Context: an optimization exercise on an open-source flow, tuned for small area. The choices shown serve that exercise and are no tape-out recipe.
The RTL was checked by simulation tests, not by an equivalence proof against the original design.
No driver is modelled on the clock port, so clocking that relies on it looks cheaper here than on a real chip.
Power and IR drop assume default switching activity.

## alpha
==> flow/design.v <==
module px4led (
    input  wire clk,
    input  wire rst_n,
    input  wire scl_i,
    input  wire sda_i,
    output wire sda_oe_o,
    input  wire tick_i,
    input  wire pwm_tick_i,
    output reg  pwm_r_o,
    output reg  pwm_g_o,
    output reg  pwm_b_o,
    output reg  hb_o
);
    localparam [2:0] S_IDLE = 3'd0,
                     S_ADDR = 3'd1,
                     S_AAW  = 3'd2,    
                     S_AAR  = 3'd3,    
                     S_RX   = 3'd4,
                     S_RXA  = 3'd5,
                     S_TX   = 3'd6,
                     S_TXA  = 3'd7;
    reg [1:0] scl_sync, sda_sync;
    reg       scl_q, sda_q;
    wire      scl = scl_sync[1];
    wire      sda = sda_sync[1];
    reg [2:0] st;
    reg [8:0] sr;       
    wire c_ss   = scl_q & scl & (sda_q ^ sda);    
    wire c_rise = ~scl_q & scl;
    wire c_fall = scl_q & ~scl;
    wire st_idle = (st == S_IDLE);
    wire st_addr = (st == S_ADDR);
    wire st_aaw  = (st == S_AAW);
    wire st_aar  = (st == S_AAR);
    wire st_rx   = (st == S_RX);
    wire st_rxa  = (st == S_RXA);
    wire st_tx   = (st == S_TX);
    wire st_txa  = (st == S_TXA);
    wire rx_bound   = ~|sr[8:2];                  
    wire ev_rx_stop = c_ss & st_rx & rx_bound;
    wire ev_err     = c_ss & ~st_idle & ~st_addr & ~(st_rx & rx_bound);
    wire ev_rx_data = c_fall & st_rxa;
    wire ev_sla_r   = c_fall & st_aar;
    wire ev_tx_data = c_fall & st_txa & ~sr[0];
    assign sda_oe_o = st_aaw | st_aar | st_rxa | (st_tx & ~sr[8]);
    wire [7:0] tx_byte;
    always @(posedge clk) begin
        if (!rst_n) begin
            scl_sync <= 2'b11;
            sda_sync <= 2'b11;
            scl_q    <= 1'b1;
            sda_q    <= 1'b1;
            st       <= S_IDLE;
        end else begin
            scl_sync <= {scl_sync[0], scl_i};
            sda_sync <= {sda_sync[0], sda_i};
            scl_q    <= scl;
            sda_q    <= sda;
            if (c_ss) begin
                st <= (~sda & ~ev_err) ? S_ADDR : S_IDLE;
            end else if (c_fall) begin
                case (st)
                    S_ADDR: if (sr[8]) st <= (sr[7:1] == 7'h55) ? (sr[0] ? S_AAR : S_AAW) : S_IDLE;
                    S_AAW:  st <= S_RX;
                    S_AAR:  st <= S_TX;
                    S_RX:   if (sr[8]) st <= S_RXA;
                    S_RXA:  st <= S_RX;
                    S_TX:   if (~|sr[6:0]) st <= S_TXA;
                    S_TXA:  st <= sr[0] ? S_IDLE : S_TX;
                    default: ;
                endcase
            end
        end
    end
    always @(posedge clk) begin
        if (c_ss | (c_fall & (st_aaw | st_rxa)))
            sr <= 9'd1;
        else if (c_fall & (st_aar | (st_txa & ~sr[0])))
            sr <= {tx_byte, 1'b1};
        else if ((c_rise & (st_addr | st_rx | st_txa)) | (c_fall & st_tx))
            sr <= {sr[7:0], c_rise & sda};
    end
    reg        ready;       
    reg [3:0]  rx_len;
    reg        pm;          
    reg [1:0]  sel;         
    reg [3:0]  pb, pg, pr;  
    reg        vb, vg, vr;
    localparam [1:0] K_OTHER = 2'd0, K_AUTO = 2'd1, K_SCRIPT = 2'd2, K_SETTINGS = 2'd3;
    wire [7:0] rb    = sr[7:0];
    wire       take  = ev_rx_data & ~&rx_len;
    wire       first = (rx_len == 4'd0);
    wire [1:0] pcls  = (rb[7:2] == 6'b100000) ? rb[1:0] : 2'd0;
    wire [1:0] tgt   = (pm & ~first) ? (rx_len[0] ? sel : 2'd0)
                                     : ((rx_len[3:2] == 2'd0) ? rx_len[1:0] : 2'd0);
    always @(posedge clk) begin
        if (!rst_n) begin
            ready  <= 1'b0;
            rx_len <= 4'd0;
        end else begin
            ready <= ev_rx_stop;
            if (ready | ev_err)
                rx_len <= 4'd0;
            else if (take)
                rx_len <= rx_len + 4'd1;
        end
    end
    always @(posedge clk) begin
        if (take) begin
            if (first) begin
                pm  <= (pcls != 2'd0);
                sel <= (pcls != 2'd0)   ? pcls :
                       (rb == 8'h01)    ? K_AUTO :
                       (rb == 8'hAA)    ? K_SCRIPT :
                       (rb == 8'h84)    ? K_SETTINGS : K_OTHER;
                vb  <= 1'b0;
                vg  <= 1'b0;
                vr  <= 1'b0;
            end else if (pm & ~rx_len[0]) begin
                sel <= pcls;
            end
            if (tgt == 2'd1) begin pb <= rb[3:0]; vb <= 1'b1; end
            if (tgt == 2'd2) begin pg <= rb[3:0]; vg <= 1'b1; end
            if (tgt == 2'd3) begin pr <= rb[3:0]; vr <= 1'b1; end
        end
    end
    reg [3:0] red, green, blue;    
    reg       powersave, enable;
    reg [3:0] rcnt;                
    reg [5:0] hcnt;                
    wire refresh_due = (rcnt == 4'd0);
    wire heart_due   = refresh_due & (hcnt == 6'd49);
    wire n_zero      = (rx_len == 4'd0);
    wire n_ge2       = |rx_len[3:1];
    wire do_cmd      = ready & ~n_zero;
    wire do_colour   = do_cmd & (pm | ((sel == K_AUTO) & (rx_len == 4'd4)));
    wire do_script   = do_cmd & ~pm & (sel == K_SCRIPT) & n_ge2;
    wire do_settings = do_cmd & ~pm & (sel == K_SETTINGS) & n_ge2;
    wire load_reply  = refresh_due | (ready & n_zero);
    always @(posedge clk) begin
        if (!rst_n) begin
            red       <= 4'd0;
            green     <= 4'd0;
            blue      <= 4'd0;
            powersave <= 1'b0;
            enable    <= 1'b0;
            hb_o      <= 1'b0;
            rcnt      <= 4'd10;
            hcnt      <= 6'd0;
        end else begin
            rcnt <= (refresh_due ? 4'd10 : rcnt) - {3'd0, tick_i};
            if (refresh_due)
                hcnt <= (hcnt == 6'd49) ? 6'd0 : hcnt + 6'd1;
            if (heart_due)
                hb_o <= ~hb_o;
            if (do_script) begin
                red   <= 4'd0;
                green <= 4'd0;
                blue  <= 4'd0;
            end
            if (do_colour & vb) blue  <= pb;
            if (do_colour & vg) green <= pg;
            if (do_colour & vr) red   <= pr;
            if (do_settings) begin
                powersave <= pb[0];
                enable    <= pb[1];
            end
        end
    end
    reg       tv;           
    reg [5:0] s0;           
    reg [7:0] s1;           
    reg [1:0] cur;          
    wire [1:0] cur_e = ev_sla_r ? 2'd0 : cur;
    assign tx_byte = ~tv          ? 8'h00 :
                     (cur_e == 2'd0) ? {2'b00, s0} :
                     (cur_e == 2'd1) ? s1 : 8'h00;
    always @(posedge clk) begin
        if (!rst_n)
            tv <= 1'b0;
        else if (load_reply)
            tv <= 1'b1;
    end
    always @(posedge clk) begin
        if (load_reply) begin
            s0 <= {enable, powersave, blue};
            s1 <= {green, red};
        end
        if (ev_sla_r | ev_tx_data)
            cur <= (tv & ~cur_e[1]) ? cur_e + 2'd1 : cur_e;
    end
    reg [7:0] phase;
    wire      lowz = (phase[3:0] == 4'd0);
    wire      hz   = (phase[7:4] == 4'd0);
    always @(posedge clk) begin
        if (!rst_n) begin
            phase   <= 8'd0;
            pwm_r_o <= 1'b0;
            pwm_g_o <= 1'b0;
            pwm_b_o <= 1'b0;
        end else if (pwm_tick_i) begin
            phase <= phase + 8'd1;
            if (lowz) begin
                if (hz)                        pwm_r_o <= |red;
                else if (phase[7:4] == red)    pwm_r_o <= 1'b0;
                if (hz)                        pwm_g_o <= |green;
                else if (phase[7:4] == green)  pwm_g_o <= 1'b0;
                if (hz)                        pwm_b_o <= |blue;
                else if (phase[7:4] == blue)   pwm_b_o <= 1'b0;
            end
        end
    end
endmodule
export LEC_CHECK = 0
export CAP_MARGIN = 20
export CORE_MARGIN = 2
export CORE_UTILIZATION = 70
export PLACE_DENSITY = 0.85
export SLEW_MARGIN = 20
create_clock -name core_clock -period 10.0 [get_ports {clk}]
standard.sh (not shown) runs the stock make flow with config.mk's settings and CLKGATE_MAP_FILE= SYNTH_SCRIPT=/design/flow/synth_recipe.tcl, a recipe that flattens the netlist after the stock synthesis.
==> flow/flow/run.sh <==
#!/bin/bash
# Standard layout with two changes: smaller port buffers and no CTS dummy loads.
set -euo pipefail
export CTS_ARGS="-sink_clustering_enable -repair_clock_nets -dont_use_dummy_load"
export BUFFER_PORTS_ARGS="-buffer_cell sky130_fd_sc_hd__buf_1"
bash standard.sh > standard_flow.log 2>&1
Here is what was changed in the inputs of epsilon compared with alpha.
- a change of CORE_UTILIZATION from 70 to 40
- a deleted PLACE_DENSITY that had been 0.85
==> flow/flow/run.sh <==
#!/bin/bash
# Standard layout with two changes: smaller port buffers and a flatter clock tree.
set -euo pipefail
export CTS_ARGS="-sink_clustering_enable -repair_clock_nets -dont_use_dummy_load -sink_clustering_size 50 -sink_clustering_max_diameter 500 -sink_clustering_levels 1 -buf_list sky130_fd_sc_hd__clkbuf_8"
export BUFFER_PORTS_ARGS="-buffer_cell sky130_fd_sc_hd__buf_1"
bash standard.sh > standard_flow.log 2>&1
Notes after the runs:
The utilization reported for epsilon is smaller than that of alpha by 32 points.
epsilon against alpha: met1 usage in global routing fell 13 points, achievable clock frequency moved down, power was more or less identical, number of vias in the routed layout now smaller.

---

// px4led: RTL as listed in full above, without the edits since
==> flow/config.mk <==
export PLATFORM = sky130hd
export DESIGN_NAME = px4led
export DESIGN_NICKNAME = px4led
export VERILOG_FILES = /design/flow/design.v
export SDC_FILE = /design/flow/constraint.sdc
export NUM_CORES = 4
export LEC_CHECK = 0
export CAP_MARGIN = 20
export CORE_MARGIN = 2
export CORE_UTILIZATION = 40
export SLEW_MARGIN = 20
==> flow/constraint.sdc <==
create_clock -name core_clock -period 10.0 [get_ports {clk}]
set_input_delay 2.0000 -clock core_clock [delete_from_list [all_inputs] [get_ports {clk}]]
set_output_delay 2.0000 -clock core_clock [all_outputs]
set_load 0.01 [all_outputs]
==> flow/flow/run.sh <==
#!/bin/bash
# The standard layout (the standard.sh) with two changes:
#  * ports are buffered with sky130_fd_sc_hd__buf_1;
#  * the clock tree is a single clock buffer driving every register
#    (flow/cts_single.tcl replaces TritonCTS inside ORFS's cts step).
set -euo pipefail
here=$(pwd)
export BUFFER_PORTS_ARGS="-buffer_cell sky130_fd_sc_hd__buf_1"
export PRE_CTS_TCL="$here/flow/cts_single.tcl"
export CTS_BUF_CELL_SINGLE="${CTS_BUF_CELL_SINGLE:-sky130_fd_sc_hd__clkbuf_16}"
bash standard.sh > standard_flow.log 2>&1
==> flow/flow/cts_single.tcl <==
# Sourced by ORFS's cts.tcl before clock_tree_synthesis: replaces it with a
# one-buffer clock tree. The clock port drives one clock buffer, placed at the
# centre of the registers, which drives every register clock pin.
rename clock_tree_synthesis orfs_clock_tree_synthesis
proc clock_tree_synthesis {args} {
  set block [ord::get_db_block]
  set clk_port [lindex [get_ports clk] 0]
  set net [$block findNet [get_full_name $clk_port]]
  set sx 0.0; set sy 0.0; set n 0
  foreach it [$net getITerms] {
    set inst [$it getInst]
    set box [$inst getBBox]
    set sx [expr {$sx + ([$box xMin] + [$box xMax]) / 2.0}]
    set sy [expr {$sy + ([$box yMin] + [$box yMax]) / 2.0}]
    incr n
  }
  set dbu [$block getDbUnitsPerMicron]
  set x [expr {$sx / $n / $dbu}]
  set y [expr {$sy / $n / $dbu}]
  puts "single-buffer clock tree: $n sinks, buffer at ($x, $y)"
  insert_buffer -buffer_cell $::env(CTS_BUF_CELL_SINGLE) -net [$net getName] \
    -location [list $x $y] -buffer_name clkbuf_0_clk -net_name clknet_0_clk
  set cnet [$block findNet clknet_0_clk]
  $cnet setSigType CLOCK
  $net setSigType CLOCK
  set_propagated_clock [all_clocks]
}
The first run aborted during 4_1_cts.
Rerun with:
==> flow/flow/run.sh (replaced) <==
#!/bin/bash
# Standard layout with two changes: smaller port buffers and no CTS dummy loads.
set -euo pipefail
export CTS_ARGS="-sink_clustering_enable -repair_clock_nets -dont_use_dummy_load"
export BUFFER_PORTS_ARGS="-buffer_cell sky130_fd_sc_hd__buf_1"
bash standard.sh > standard_flow.log 2>&1
removed: flow/flow/cts_single.tcl
The new run finished with timing, DRC and antenna clean.
Synthesized cell count is unchanged.
Synthesized area stays the same.
Rerun with:
==> flow/run.sh (new file) <==
#!/bin/bash
# synth_recipe.tcl (not shown) runs the flow's synth.tcl, then flattens the netlist and writes it again
# the make line also repeats each setting of config.mk as NAME=value (left out here)
make -C /OpenROAD-flow-scripts/flow DESIGN_CONFIG=/design/flow/config.mk WORK_HOME=/design/flow/orfs CLKGATE_MAP_FILE= SYNTH_SCRIPT=/design/flow/synth_recipe.tcl finish
CTS_BUF_LIST = sky130_fd_sc_hd__clkbuf_8   (was default)
CTS_CLUSTER_DIAMETER = 500   (was default)
CTS_CLUSTER_SIZE = 100   (was default)
removed: flow/flow/run.sh
removed: flow/standard.sh
Result: Area after synthesis is unchanged. Non-clock buffer count is unchanged. Clock skew falls by 0.0077 ns. Final area rises by 3.4%. Flip-flop and latch count does not change. Die area does not change. Core utilization rises by 1.5 points. Critical path depth rises by 1. Clock power rises by about 40%. Wire length is about the same.
Rerun with:
==> flow/flow/run.sh (new file) <==
#!/bin/bash
# Standard layout with two changes: smaller port buffers and no CTS dummy loads.
set -euo pipefail
export CTS_ARGS="-sink_clustering_enable -repair_clock_nets -dont_use_dummy_load"
export BUFFER_PORTS_ARGS="-buffer_cell sky130_fd_sc_hd__buf_1"
bash standard.sh > standard_flow.log 2>&1
==> flow/standard.sh (new file) <==
#!/bin/bash
# synth_recipe.tcl (not shown) runs the flow's synth.tcl, then flattens the netlist and writes it again
# the make line also repeats each setting of config.mk as NAME=value (left out here)
make -C /OpenROAD-flow-scripts/flow DESIGN_CONFIG=/design/flow/config.mk WORK_HOME=/design/flow/orfs CLKGATE_MAP_FILE= SYNTH_SCRIPT=/design/flow/synth_recipe.tcl "${@:-finish}"
CORE_UTILIZATION = 55   (was 40)
CTS_BUF_LIST = default   (was sky130_fd_sc_hd__clkbuf_8)
CTS_CLUSTER_DIAMETER = default   (was 500)
CTS_CLUSTER_SIZE = default   (was 100)
PLACE_DENSITY = 0.75   (was default)
removed: flow/run.sh
- global-route usage grows by 5.2 points
- count of clock-buffer cells in the layout shrinks by 1
- combinational power shrinks by about 6%
- flip-flop and latch count stays the same
- via count shrinks by 0.49%
- area after synthesis is unchanged

## re-timing with driven ports
How much do the figures lean on ideal ports? The routed layouts below were timed once more, with nothing changed but the port constraints. Step 1: set_driving_cell puts a clkbuf_16 on clk and a buf_2 on each other input, an assumption about the parent block. Step 2 also shifts input and output timing later by t, the mid clock arrival at the registers, as if the neighbouring blocks saw the same clock. a / b / c = ideal ports / drivers / drivers and shift; a / b = the first two.
run | shift t [ns] | setup slack, ns | worst setup path after step 2 | latest minus earliest clock arrival (ns) | worst register clock-pin slew, ns
alpha | 0.369 | 6.617 / 6.589 / 6.482 | input to register | 0.021 / 0.022 | 0.09 / 0.09
epsilon | 0.378 | 6.565 / 6.532 / 6.373 | input to register | 0.023 / 0.023 | 0.09 / 0.09
the second run of note 2 | 0.378 | 6.565 / 6.532 / 6.373 | input to register | 0.023 / 0.023 | 0.09 / 0.09
the third run of note 2 | 0.371 | 6.173 / 6.140 / 6.140 | input to register | 0.015 / 0.015 | 0.09 / 0.09
the fourth run of note 2 | 0.372 | 6.617 / 6.587 / 6.446 | input to register | 0.027 / 0.027 | 0.10 / 0.10
After both steps setup and hold are still met in every run listed.
